Background: an optimization exercise with open tools, aiming at small area, a short achievable clock period and few clock cycles. Do not read the settings as production practice.
In this exercise RTL edits were held to simulation tests only and were not proved equivalent to the original.
Power is estimated from default activity; no workload was simulated.

// i2b_lutgen
module i2b_lutgen (
    input  wire        clk,
    input  wire        rst,         
    input  wire        start,       
    input  wire [15:0] amount,      
    output reg         busy,
    output reg         out_valid,
    output reg  [7:0]  out_idx,
    output reg  [7:0]  out_val
);
    reg         s1, s2, s3, div, fix, wa, wb;
    reg  [2:0]  cnt;       
    reg  [23:0] R;         
    reg  [7:0]  F;         
    reg  [23:0] Z;         
    reg  [23:0] Y;         
    reg  [7:0]  qk;        
    reg         nzr;       
    reg         sat;       
    reg         big;       
    reg         dsg;       
    wire        idle = ~(s1 | s2 | s3 | div | fix | wa | wb);
    wire        go   = idle & start & ~busy;
    wire        opy = s1 | wa;
    wire [24:0] X   = div ? {R, F[6]} : {1'b0, R};
    wire [25:0] sum = {1'b0, X} + (opy ? {2'b00, Y} : {2'b11, Z}) + {25'd0, s2 & ~dsg};
    wire        cy  = ~sum[25];
    wire        take = wa | ((div | wb) & cy);
    wire [7:0]  Fx  = div ? {1'b0, F[5:0], 1'b0} : F;
  ...
Size in the first run: roughly 860 cells after synthesis, roughly 120 flip-flops, about 37 I/O pins.
make LEC_CHECK=0 CAP_MARGIN=20 CORE_MARGIN=2 CORE_UTILIZATION=40 PLACE_DENSITY=0.6 SETUP_SLACK_MARGIN=5 SLEW_MARGIN=20 finish   # period 10.0 ns
run.sh (not shown) runs the stock make flow with config.mk's settings and CLKGATE_MAP_FILE= SYNTH_SCRIPT=/design/flow/synth_recipe.tcl, a recipe that flattens the netlist after the stock synthesis.
Testbench counts at the start, summed over its fixed seeds: cycles 25,728.
Change:
Settings changed: CORE_UTILIZATION 40 to 65, PLACE_DENSITY 0.6 to 0.8.
=>
- The changed run completed with no timing, DRC or antenna violations
- synthesized area is unchanged
- die area drops by 38%
- cell area drops by 1.9%
- via count climbs by 4.2%
- power drops by 1.4%
- hold slack gets better by 0.013 ns
- register-to-register slack gets better by 0.16 ns
- non-clock buffer count does not change
- cell count drops by 8.5%
- setup slack gets better by 0.16 ns


Setup of purple:
i2b_lutgen again, from the RTL that the note above started with.
==> flow/config.mk <==
export PLATFORM = sky130hd
export DESIGN_NAME = i2b_lutgen
export DESIGN_NICKNAME = i2b_lutgen
export VERILOG_FILES = /design/flow/design.v
export SDC_FILE = /design/flow/constraint.sdc
export NUM_CORES = 4
export LEC_CHECK = 0
export CAP_MARGIN = 20
export CORE_MARGIN = 2
export CORE_UTILIZATION = 55
export PLACE_DENSITY = 0.75
export SLEW_MARGIN = 20
==> flow/constraint.sdc <==
create_clock -name core_clock -period 10.0 [get_ports {clk}]
set_input_delay 2.0000 -clock core_clock [delete_from_list [all_inputs] [get_ports {clk}]]
set_output_delay 2.0000 -clock core_clock [all_outputs]
set_load 0.01 [all_outputs]
standard.sh (not shown) runs the stock make flow with config.mk's settings and CLKGATE_MAP_FILE= SYNTH_SCRIPT=/design/flow/synth_recipe.tcl, a recipe that flattens the netlist after the stock synthesis.
==> flow/flow/run.sh <==
#!/bin/bash
set -o pipefail
export SETUP_SLACK_MARGIN=6.5
bash standard.sh > standard.log 2>&1
Testbench counts of purple, summed over its fixed seeds: cycles 25,728.
What red does differently from purple at the input level:
- CORE_UTILIZATION changed from 55 to 65
- PLACE_DENSITY changed from 0.75 to 0.8
==> flow/flow/run.sh <==
#!/bin/bash
set -o pipefail
export SETUP_SLACK_MARGIN=7
bash standard.sh > standard.log 2>&1
## What came out
Across both runs, post-CTS setup buffer count was higher for red than for purple. Diff purple -> red | total of cells resized after clock tree synthesis | increase of 220%. Changes observed in red relative to purple: area share of xor/xnor cells in the synthesized design held steady; horizontal die dimension shows a reduction of about 8%; number of enable-type register cells in the synthesized netlist about even. As the logs show, red stopped at global routing after a tool error, so it never reached the end of the flow. Relative to purple, post-place instance area has gone up in red. Count of hold-fix buffers inserted at cts essentially unchanged between red and purple. Relative to purple, the placed instance count measured on red has decreased slightly. In the tables for purple and red, worst-case setup slack after placement reads lower with red. Between purple and red, the flow reports row count decreasing by a few percent.

## static timing again, ports no longer ideal
The results above use ideal ports. As a check the final layouts listed here were re-extracted and re-timed, cells and wires unchanged. Step 1, drivers: a clkbuf_16 drives clk and a buf_2 each remaining input, both assumed. Step 2 also shifts input and output timing later by t, the mid clock arrival at the registers, as if the neighbouring blocks saw the same clock. a / b / c = no drivers / after step 1 / after step 2; a / b = the first two.
run	shift t [ns]	setup slack, ns	pins driven straight from the clock port
the first run of note 1	0.468	5.195 / 5.195 / 5.195	1
the second run of note 1	0.466	5.360 / 5.360 / 5.360	1
purple	0.483	6.218 / 6.218 / 5.891	1
After both steps every run listed still meets setup and hold. The setup slack of purple, which loses most, moves by 0.000 ns with the drivers and by -0.327 ns with both steps.
